What follows belongs to an exercise in optimizing a design on an open flow for small area, a short achievable clock period and few clock cycles per item; a production flow would make more cautious choices.
Function was checked by simulation only, so behaviour that the tests miss may differ from the original.

==> inputs of v3 <==
==> flow/design.v <==
module feistel_cbc (
    input              clk,
    input              rst,
    input              start,
    input      [3:0]   op,
    input      [2:0]   kidx,
    input      [255:0] din,
    output             ready,
    output reg         done,
    output reg         err,
    output     [63:0]  blk,
    output     [63:0]  chain
);
    localparam OP_KEYLD   = 4'd0;
    localparam OP_BLKLD   = 4'd1;
    localparam OP_CHAINLD = 4'd2;
    localparam OP_BENC    = 4'd3;
    localparam OP_BDEC    = 4'd4;
    localparam OP_CBCENC  = 4'd5;
    localparam OP_CBCDEC  = 4'd6;
    localparam OP_FROUND  = 4'd7;
    localparam OP_FSWAP   = 4'd8;
    reg        idle;      
    reg        fr_q;      
    reg        dec_q;     
    reg        cenc_q;    
    reg        cdec_q;    
    reg [4:0]  rnd;       
    reg [31:0] key [0:7];
    reg [31:0] ka;        
    reg [63:0] blk_q;
    reg [63:0] chain_q;
    reg [63:0] save;      
    wire busy = ~idle;
    assign ready = idle;
    assign blk   = blk_q;
    assign chain = chain_q;
    wire is_dec  = (op == OP_BDEC) || (op == OP_CBCDEC);
    wire spec    = (op == OP_BENC) || is_dec;      
    wire acc_op  = ~rst & idle & start;
    wire op_kld  = acc_op & (op == OP_KEYLD);
    wire op_bld  = acc_op & (op == OP_BLKLD);
    wire op_cld  = acc_op & (op == OP_CHAINLD);
    wire op_spec = acc_op & spec;
    wire op_cenc = acc_op & (op == OP_CBCENC);
    wire op_swap = acc_op & (op == OP_FSWAP);
    wire [4:0] rnd_i  = rnd + 5'd1;
    wire       rev_i  = dec_q ? (rnd_i >= 5'd8) : (rnd_i >= 5'd24);
    wire [2:0] sel_b  = fr_q ? (rnd[3] ? 3'd0 : rnd[2:0]) : (rnd_i[2:0] ^ {3{rev_i}});
    wire [7:0]  sel_h = 8'd1 << sel_b;                
    wire [31:0] k_b;
    key_pick kp (.k0(key[0]), .k1(key[1]), .k2(key[2]), .k3(key[3]),
                 .k4(key[4]), .k5(key[5]), .k6(key[6]), .k7(key[7]), .sel(sel_h), .k(k_b));
    wire        last   = (rnd == 5'd31);
    wire        fin    = busy & ~fr_q & last;         
    wire        fr_go  = busy & fr_q & rnd[3];        
    wire [31:0] l_in   = blk_q[63:32] ^ (chain_q[63:32] & {32{fin & cdec_q}});
    wire [31:0] f_r;                                  
    feistel_f rf (.l(l_in), .r(blk_q[31:0]), .k(ka), .o(f_r));
    wire        rnd_go = op_spec | (busy & ~fr_q & ~last) | fr_go;
    wire        bsel_lo = ~rst & rnd_go;
    wire        bsel_hi = ~rst & fin;
    reg  [31:0] blo_o, bhi_o;
    always @* begin
        blo_o = blk_q[31:0];
        bhi_o = blk_q[63:32];
        if (rst) begin
            blo_o = 32'd0;
            bhi_o = 32'd0;
        end else if (op_bld) begin
            blo_o = din[31:0];
            bhi_o = din[63:32];
        end else if (op_cenc) begin
            blo_o = blk_q[31:0]  ^ chain_q[31:0];
            bhi_o = blk_q[63:32] ^ chain_q[63:32];
        end else if (op_swap) begin
            blo_o = blk_q[63:32];
            bhi_o = blk_q[31:0];
        end else if (fin) begin
            blo_o = blk_q[31:0] ^ (chain_q[31:0] & {32{cdec_q}});
        end else if (rnd_go) begin
            bhi_o = blk_q[31:0];
        end
    end
    wire        csel_hi = ~rst & fin & cenc_q;
    reg  [31:0] clo_o, chi_o;
    always @* begin
        clo_o = chain_q[31:0];
        chi_o = chain_q[63:32];
        if (rst) begin
            clo_o = 32'd0;
            chi_o = 32'd0;
        end else if (op_cld) begin
            clo_o = din[31:0];
            chi_o = din[63:32];
        end else if (fin && cenc_q) begin
            clo_o = blk_q[31:0];
        end else if (fin && cdec_q) begin
            clo_o = save[31:0];
            chi_o = save[63:32];
        end
    end
    wire [31:0] blo_n, bhi_n, chi_n;
    rnd_pick pb_lo (.sel(bsel_lo), .a(f_r), .b(blo_o), .y(blo_n));
    rnd_pick pb_hi (.sel(bsel_hi), .a(f_r), .b(bhi_o), .y(bhi_n));
    rnd_pick pc_hi (.sel(csel_hi), .a(f_r), .b(chi_o), .y(chi_n));
    integer j;
    always @(posedge clk) begin
        blk_q   <= {bhi_n, blo_n};
        chain_q <= {chi_n, clo_o};
        if (op_spec)
            save <= blk_q;
        if (rst)
            ka <= 32'd0;
        else if (busy)
            ka <= k_b;
        else if (op_kld)
            ka <= din[255:224];       
        else if (op_spec)
            ka <= key[1];
        else
            ka <= key[0];
        if (rst) begin
            idle <= 1'b1;
            done <= 1'b0;
            err  <= 1'b0;
            for (j = 0; j < 8; j = j + 1)
                key[j] <= 32'd0;
        end else if (idle) begin
            done <= 1'b0;
            if (start) begin
                err    <= 1'b0;
                fr_q   <= (op == OP_FROUND);
                dec_q  <= is_dec;
                cenc_q <= (op == OP_CBCENC);
                cdec_q <= (op == OP_CBCDEC);
                rnd    <= (op == OP_FROUND) ? {2'b00, kidx} : {4'd0, spec};
                case (op)
                    OP_KEYLD: begin
                        for (j = 0; j < 8; j = j + 1)
                            key[j] <= din[255 - 32*j -: 32];
                        done <= 1'b1;
                    end
                    OP_BLKLD, OP_CHAINLD, OP_FSWAP:
                        done <= 1'b1;
                    OP_BENC, OP_BDEC, OP_CBCENC, OP_CBCDEC, OP_FROUND:
                        idle <= 1'b0;
                    default: begin
                        err  <= 1'b1;
                        done <= 1'b1;
                    end
                endcase
            end
        end else if (fr_q) begin
            rnd[3] <= 1'b1;
            if (rnd[3]) begin
                idle <= 1'b1;
                done <= 1'b1;
            end
        end else begin
            rnd <= rnd_i;
            if (last) begin
                idle <= 1'b1;
                done <= 1'b1;
            end
        end
    end
endmodule
module feistel_f (
    input  [31:0] l,
    input  [31:0] r,
    input  [31:0] k,
    output [31:0] o
);
    wire [31:0] s, u0, u1, u;
    wire [7:0]  g, p, c;
    f_nib_add a0 (.r(r[3:0]), .k(k[3:0]), .s(s[3:0]), .g(g[0]), .p(p[0]));
    f_sbox #(.ROW(64'hC462A5B9E8D703F1)) b0 (.v(s[3:0]), .o0(u0[3:0]), .o1(u1[3:0]));
    f_nib_add a1 (.r(r[7:4]), .k(k[7:4]), .s(s[7:4]), .g(g[1]), .p(p[1]));
    f_sbox #(.ROW(64'h68239A5C1E47BD0F)) b1 (.v(s[7:4]), .o0(u0[7:4]), .o1(u1[7:4]));
    f_nib_add a2 (.r(r[11:8]), .k(k[11:8]), .s(s[11:8]), .g(g[2]), .p(p[2]));
    f_sbox #(.ROW(64'hB3582FADE174C960)) b2 (.v(s[11:8]), .o0(u0[11:8]), .o1(u1[11:8]));
    f_nib_add a3 (.r(r[15:12]), .k(k[15:12]), .s(s[15:12]), .g(g[3]), .p(p[3]));
    f_sbox #(.ROW(64'hC821D4F670A53E9B)) b3 (.v(s[15:12]), .o0(u0[15:12]), .o1(u1[15:12]));
    f_nib_add a4 (.r(r[19:16]), .k(k[19:16]), .s(s[19:16]), .g(g[4]), .p(p[4]));
    f_sbox #(.ROW(64'h7F5A816D093EB42C)) b4 (.v(s[19:16]), .o0(u0[19:16]), .o1(u1[19:16]));
    f_nib_add a5 (.r(r[23:20]), .k(k[23:20]), .s(s[23:20]), .g(g[5]), .p(p[5]));
    f_sbox #(.ROW(64'h5DF692CAB78143E0)) b5 (.v(s[23:20]), .o0(u0[23:20]), .o1(u1[23:20]));
    f_nib_add a6 (.r(r[27:24]), .k(k[27:24]), .s(s[27:24]), .g(g[6]), .p(p[6]));
    f_sbox #(.ROW(64'h8E25691CF4B0DA37)) b6 (.v(s[27:24]), .o0(u0[27:24]), .o1(u1[27:24]));
    f_nib_add a7 (.r(r[31:28]), .k(k[31:28]), .s(s[31:28]), .g(g[7]), .p(p[7]));
    f_sbox #(.ROW(64'h17ED05834FA69CB2)) b7 (.v(s[31:28]), .o0(u0[31:28]), .o1(u1[31:28]));
    f_carry cy (.g(g), .p(p), .c(c));
    genvar i;
    generate
        for (i = 0; i < 8; i = i + 1) begin : pick
            assign u[4*i +: 4] = c[i] ? u1[4*i +: 4] : u0[4*i +: 4];
        end
    endgenerate
    assign o = l ^ {u[20:0], u[31:21]};    
endmodule
module f_nib_add (
    input  [3:0] r,
    input  [3:0] k,
    output [3:0] s,
    output       g,
    output       p
);
    wire [3:0] pp = r ^ k;
    wire [3:0] gg = r & k;
    wire c1 = gg[0];
    wire c2 = gg[1] | pp[1] & gg[0];
    wire c3 = gg[2] | pp[2] & gg[1] | pp[2] & pp[1] & gg[0];
    assign g = gg[3] | pp[3] & gg[2] | pp[3] & pp[2] & gg[1] | pp[3] & pp[2] & pp[1] & gg[0];
    assign p = &pp;
    assign s = pp ^ {c3, c2, c1, 1'b0};
endmodule
module f_carry (
    input  [7:0] g,
    input  [7:0] p,
    output [7:0] c
);
    wire g30 = g[3] | p[3] & g[2] | p[3] & p[2] & g[1] | p[3] & p[2] & p[1] & g[0];
    assign c[0] = 1'b0;
    assign c[1] = g[0];
    assign c[2] = g[1] | p[1] & g[0];
    assign c[3] = g[2] | p[2] & g[1] | p[2] & p[1] & g[0];
    assign c[4] = g30;
    assign c[5] = g[4] | p[4] & g30;
    assign c[6] = g[5] | p[5] & g[4] | p[5] & p[4] & g30;
    assign c[7] = g[6] | p[6] & g[5] | p[6] & p[5] & g[4] | p[6] & p[5] & p[4] & g30;
endmodule
module f_sbox #(
    parameter [63:0] ROW = 64'h0
) (
    input      [3:0] v,
    output reg [3:0] o0,
    output reg [3:0] o1
);
    always @* begin
        case (v)
            4'd0: begin o0 = ROW[63:60]; o1 = ROW[59:56]; end
            4'd1: begin o0 = ROW[59:56]; o1 = ROW[55:52]; end
            4'd2: begin o0 = ROW[55:52]; o1 = ROW[51:48]; end
            4'd3: begin o0 = ROW[51:48]; o1 = ROW[47:44]; end
            4'd4: begin o0 = ROW[47:44]; o1 = ROW[43:40]; end
            4'd5: begin o0 = ROW[43:40]; o1 = ROW[39:36]; end
            4'd6: begin o0 = ROW[39:36]; o1 = ROW[35:32]; end
            4'd7: begin o0 = ROW[35:32]; o1 = ROW[31:28]; end
            4'd8: begin o0 = ROW[31:28]; o1 = ROW[27:24]; end
            4'd9: begin o0 = ROW[27:24]; o1 = ROW[23:20]; end
            4'd10: begin o0 = ROW[23:20]; o1 = ROW[19:16]; end
            4'd11: begin o0 = ROW[19:16]; o1 = ROW[15:12]; end
            4'd12: begin o0 = ROW[15:12]; o1 = ROW[11:8]; end
            4'd13: begin o0 = ROW[11:8]; o1 = ROW[7:4]; end
            4'd14: begin o0 = ROW[7:4]; o1 = ROW[3:0]; end
            4'd15: begin o0 = ROW[3:0]; o1 = ROW[63:60]; end
            default: begin o0 = 4'd0; o1 = 4'd0; end
        endcase
    end
endmodule
module rnd_pick (
    input         sel,
    input  [31:0] a,
    input  [31:0] b,
    output [31:0] y
);
    assign y = sel ? a : b;
endmodule
module key_pick (
    input  [31:0] k0, k1, k2, k3, k4, k5, k6, k7,
    input  [7:0]  sel,
    output [31:0] k
);
    assign k = ({32{sel[0]}} & k0) | ({32{sel[1]}} & k1) | ({32{sel[2]}} & k2) | ({32{sel[3]}} & k3)
             | ({32{sel[4]}} & k4) | ({32{sel[5]}} & k5) | ({32{sel[6]}} & k6) | ({32{sel[7]}} & k7);
endmodule
==> flow/flow/run.sh <==
#!/bin/bash
# Standard ORFS layout with two changes: synthesis leaves out Yosys's
# full/half-adder extraction (ADDER_MAP_FILE empty), so ABC maps the adders
# with the rest of the logic; and the port buffers are the smallest buffer
# (sky130_fd_sc_hd__buf_1) instead of the cell buffer_ports picks by itself.
set -euo pipefail
cd "$(dirname "$0")/.."
bash standard.sh 'ADDER_MAP_FILE=' 'BUFFER_PORTS_ARGS=-buffer_cell sky130_fd_sc_hd__buf_1' finish > make_finish.log 2>&1
==> flow/standard.sh <==
#!/bin/bash
# synth_recipe.tcl (not shown) runs the flow's synth.tcl, then flattens the netlist and writes it again
# the make line also repeats each setting of config.mk as NAME=value (left out here)
make -C /OpenROAD-flow-scripts/flow DESIGN_CONFIG=/design/flow/config.mk WORK_HOME=/design/flow/orfs CLKGATE_MAP_FILE= SYNTH_SCRIPT=/design/flow/synth_recipe.tcl "${@:-finish}"
==> flow/config.mk <==
export PLATFORM = sky130hd
export DESIGN_NAME = feistel_cbc
export DESIGN_NICKNAME = feistel_cbc
export VERILOG_FILES = /design/flow/design.v
export SDC_FILE = /design/flow/constraint.sdc
export NUM_CORES = 4
export LEC_CHECK = 0
export CAP_MARGIN = 20
export CORE_MARGIN = 2
export CORE_UTILIZATION = 40
export SETUP_SLACK_MARGIN = 4.0
export SLEW_MARGIN = 20
export SYNTH_HIERARCHICAL = 1
export SYNTH_MINIMUM_KEEP_SIZE = 0
export TNS_END_PERCENT = 10
==> flow/constraint.sdc <==
create_clock -name core_clock -period 7.0 [get_ports {clk}]
set_input_delay 1.4000 -clock core_clock [delete_from_list [all_inputs] [get_ports {clk}]]
set_output_delay 1.4000 -clock core_clock [all_outputs]
set_load 0.01 [all_outputs]
==> v29: changes against v3 <==
--- a/flow/design.v
+++ b/flow/design.v
@@ -49,6 +49,3 @@
     wire [2:0] sel_b  = fr_q ? (rnd[3] ? 3'd0 : rnd[2:0]) : (rnd_i[2:0] ^ {3{rev_i}});
-    wire [7:0]  sel_h = 8'd1 << sel_b;                
-    wire [31:0] k_b;
-    key_pick kp (.k0(key[0]), .k1(key[1]), .k2(key[2]), .k3(key[3]),
-                 .k4(key[4]), .k5(key[5]), .k6(key[6]), .k7(key[7]), .sel(sel_h), .k(k_b));
+    wire [31:0] k_b   = key[sel_b];
     wire        last   = (rnd == 5'd31);
@@ -269,9 +266 @@
 endmodule
-module key_pick (
-    input  [31:0] k0, k1, k2, k3, k4, k5, k6, k7,
-    input  [7:0]  sel,
-    output [31:0] k
-);
-    assign k = ({32{sel[0]}} & k0) | ({32{sel[1]}} & k1) | ({32{sel[2]}} & k2) | ({32{sel[3]}} & k3)
-             | ({32{sel[4]}} & k4) | ({32{sel[5]}} & k5) | ({32{sel[6]}} & k6) | ({32{sel[7]}} & k7);
-endmodule
--- a/flow/config.mk
+++ b/flow/config.mk
@@ -9,3 +9,3 @@
 export CORE_MARGIN = 2
-export CORE_UTILIZATION = 40
+export CORE_UTILIZATION = 60
 export SETUP_SLACK_MARGIN = 4.0
@@ -14,2 +14 @@
 export SYNTH_MINIMUM_KEEP_SIZE = 0
-export TNS_END_PERCENT = 10
==> v1: changes against v3 <==
--- a/flow/design.v
+++ b/flow/design.v
@@ -49,6 +49,3 @@
     wire [2:0] sel_b  = fr_q ? (rnd[3] ? 3'd0 : rnd[2:0]) : (rnd_i[2:0] ^ {3{rev_i}});
-    wire [7:0]  sel_h = 8'd1 << sel_b;                
-    wire [31:0] k_b;
-    key_pick kp (.k0(key[0]), .k1(key[1]), .k2(key[2]), .k3(key[3]),
-                 .k4(key[4]), .k5(key[5]), .k6(key[6]), .k7(key[7]), .sel(sel_h), .k(k_b));
+    wire [31:0] k_b   = key[sel_b];
     wire        last   = (rnd == 5'd31);
@@ -269,9 +266 @@
 endmodule
-module key_pick (
-    input  [31:0] k0, k1, k2, k3, k4, k5, k6, k7,
-    input  [7:0]  sel,
-    output [31:0] k
-);
-    assign k = ({32{sel[0]}} & k0) | ({32{sel[1]}} & k1) | ({32{sel[2]}} & k2) | ({32{sel[3]}} & k3)
-             | ({32{sel[4]}} & k4) | ({32{sel[5]}} & k5) | ({32{sel[6]}} & k6) | ({32{sel[7]}} & k7);
-endmodule
--- a/flow/config.mk
+++ b/flow/config.mk
@@ -10,3 +10,5 @@
 export CORE_UTILIZATION = 40
-export SETUP_SLACK_MARGIN = 4.0
+export CTS_CLUSTER_DIAMETER = 60
+export CTS_CLUSTER_SIZE = 28
+export SETUP_SLACK_MARGIN = 4.1
 export SLEW_MARGIN = 20
@@ -14,2 +16 @@
 export SYNTH_MINIMUM_KEEP_SIZE = 0
-export TNS_END_PERCENT = 10
==> v34: changes against v3 <==
--- a/flow/design.v
+++ b/flow/design.v
@@ -49,6 +49,3 @@
     wire [2:0] sel_b  = fr_q ? (rnd[3] ? 3'd0 : rnd[2:0]) : (rnd_i[2:0] ^ {3{rev_i}});
-    wire [7:0]  sel_h = 8'd1 << sel_b;                
-    wire [31:0] k_b;
-    key_pick kp (.k0(key[0]), .k1(key[1]), .k2(key[2]), .k3(key[3]),
-                 .k4(key[4]), .k5(key[5]), .k6(key[6]), .k7(key[7]), .sel(sel_h), .k(k_b));
+    wire [31:0] k_b   = key[sel_b];
     wire        last   = (rnd == 5'd31);
@@ -269,9 +266 @@
 endmodule
-module key_pick (
-    input  [31:0] k0, k1, k2, k3, k4, k5, k6, k7,
-    input  [7:0]  sel,
-    output [31:0] k
-);
-    assign k = ({32{sel[0]}} & k0) | ({32{sel[1]}} & k1) | ({32{sel[2]}} & k2) | ({32{sel[3]}} & k3)
-             | ({32{sel[4]}} & k4) | ({32{sel[5]}} & k5) | ({32{sel[6]}} & k6) | ({32{sel[7]}} & k7);
-endmodule
--- a/flow/config.mk
+++ b/flow/config.mk
@@ -14,2 +14 @@
 export SYNTH_MINIMUM_KEEP_SIZE = 0
-export TNS_END_PERCENT = 10
==> comparison <==
- Against v29, the synthesized cell count of v3 is lower by about 4.5%.
- Against v1, the count of clock-buffer cells in the layout of v29 is higher by 27.
- Against v29, the first-iteration DRC count of v3 is smaller by 34%.
- Maximum frequency: v3 < v29 < v34 < v1.
Testbench counts of v3, summed over its fixed seeds: cycles 12,832, blocks 384.
Testbench counts of v29, summed over its fixed seeds: cycles 12,832, blocks 384.
Testbench counts of v1, summed over its fixed seeds: cycles 12,832, blocks 384.
Testbench counts of v34, summed over its fixed seeds: cycles 12,832, blocks 384.

static timing again, ports no longer ideal:
The results above use ideal ports. As a check the final layouts listed here were re-extracted and re-timed, cells and wires unchanged.
Step 1 sets driving cells, clkbuf_16 on the clock port and buf_2 on the other inputs (assumed; they add their load-dependent delay and slew).
Step 2 times the ports against the registers' clock, not the clock port: input delays grow and output delays shrink by t, the midpoint of the rising clock arrivals with the driver on.
Slacks: no drivers / after step 1 / after step 2; pairs: no drivers / after step 1.
run | t, ns | setup WS [ns] | worst register clock-pin slew, ns
v3 | 0.670 | 3.909 / 3.947 / 3.277 | 0.06 / 0.06
v29 | 0.684 | 3.965 / 3.869 / 3.185 | 0.07 / 0.07
v1 | 0.676 | 4.075 / 4.043 / 3.367 | 0.10 / 0.10
v34 | 0.686 | 3.999 / 3.962 / 3.276 | 0.07 / 0.07
After both steps every run listed still meets setup and hold. For v29, which loses most, drivers alone change the setup slack by -0.096 ns; drivers and shift together by -0.780 ns.
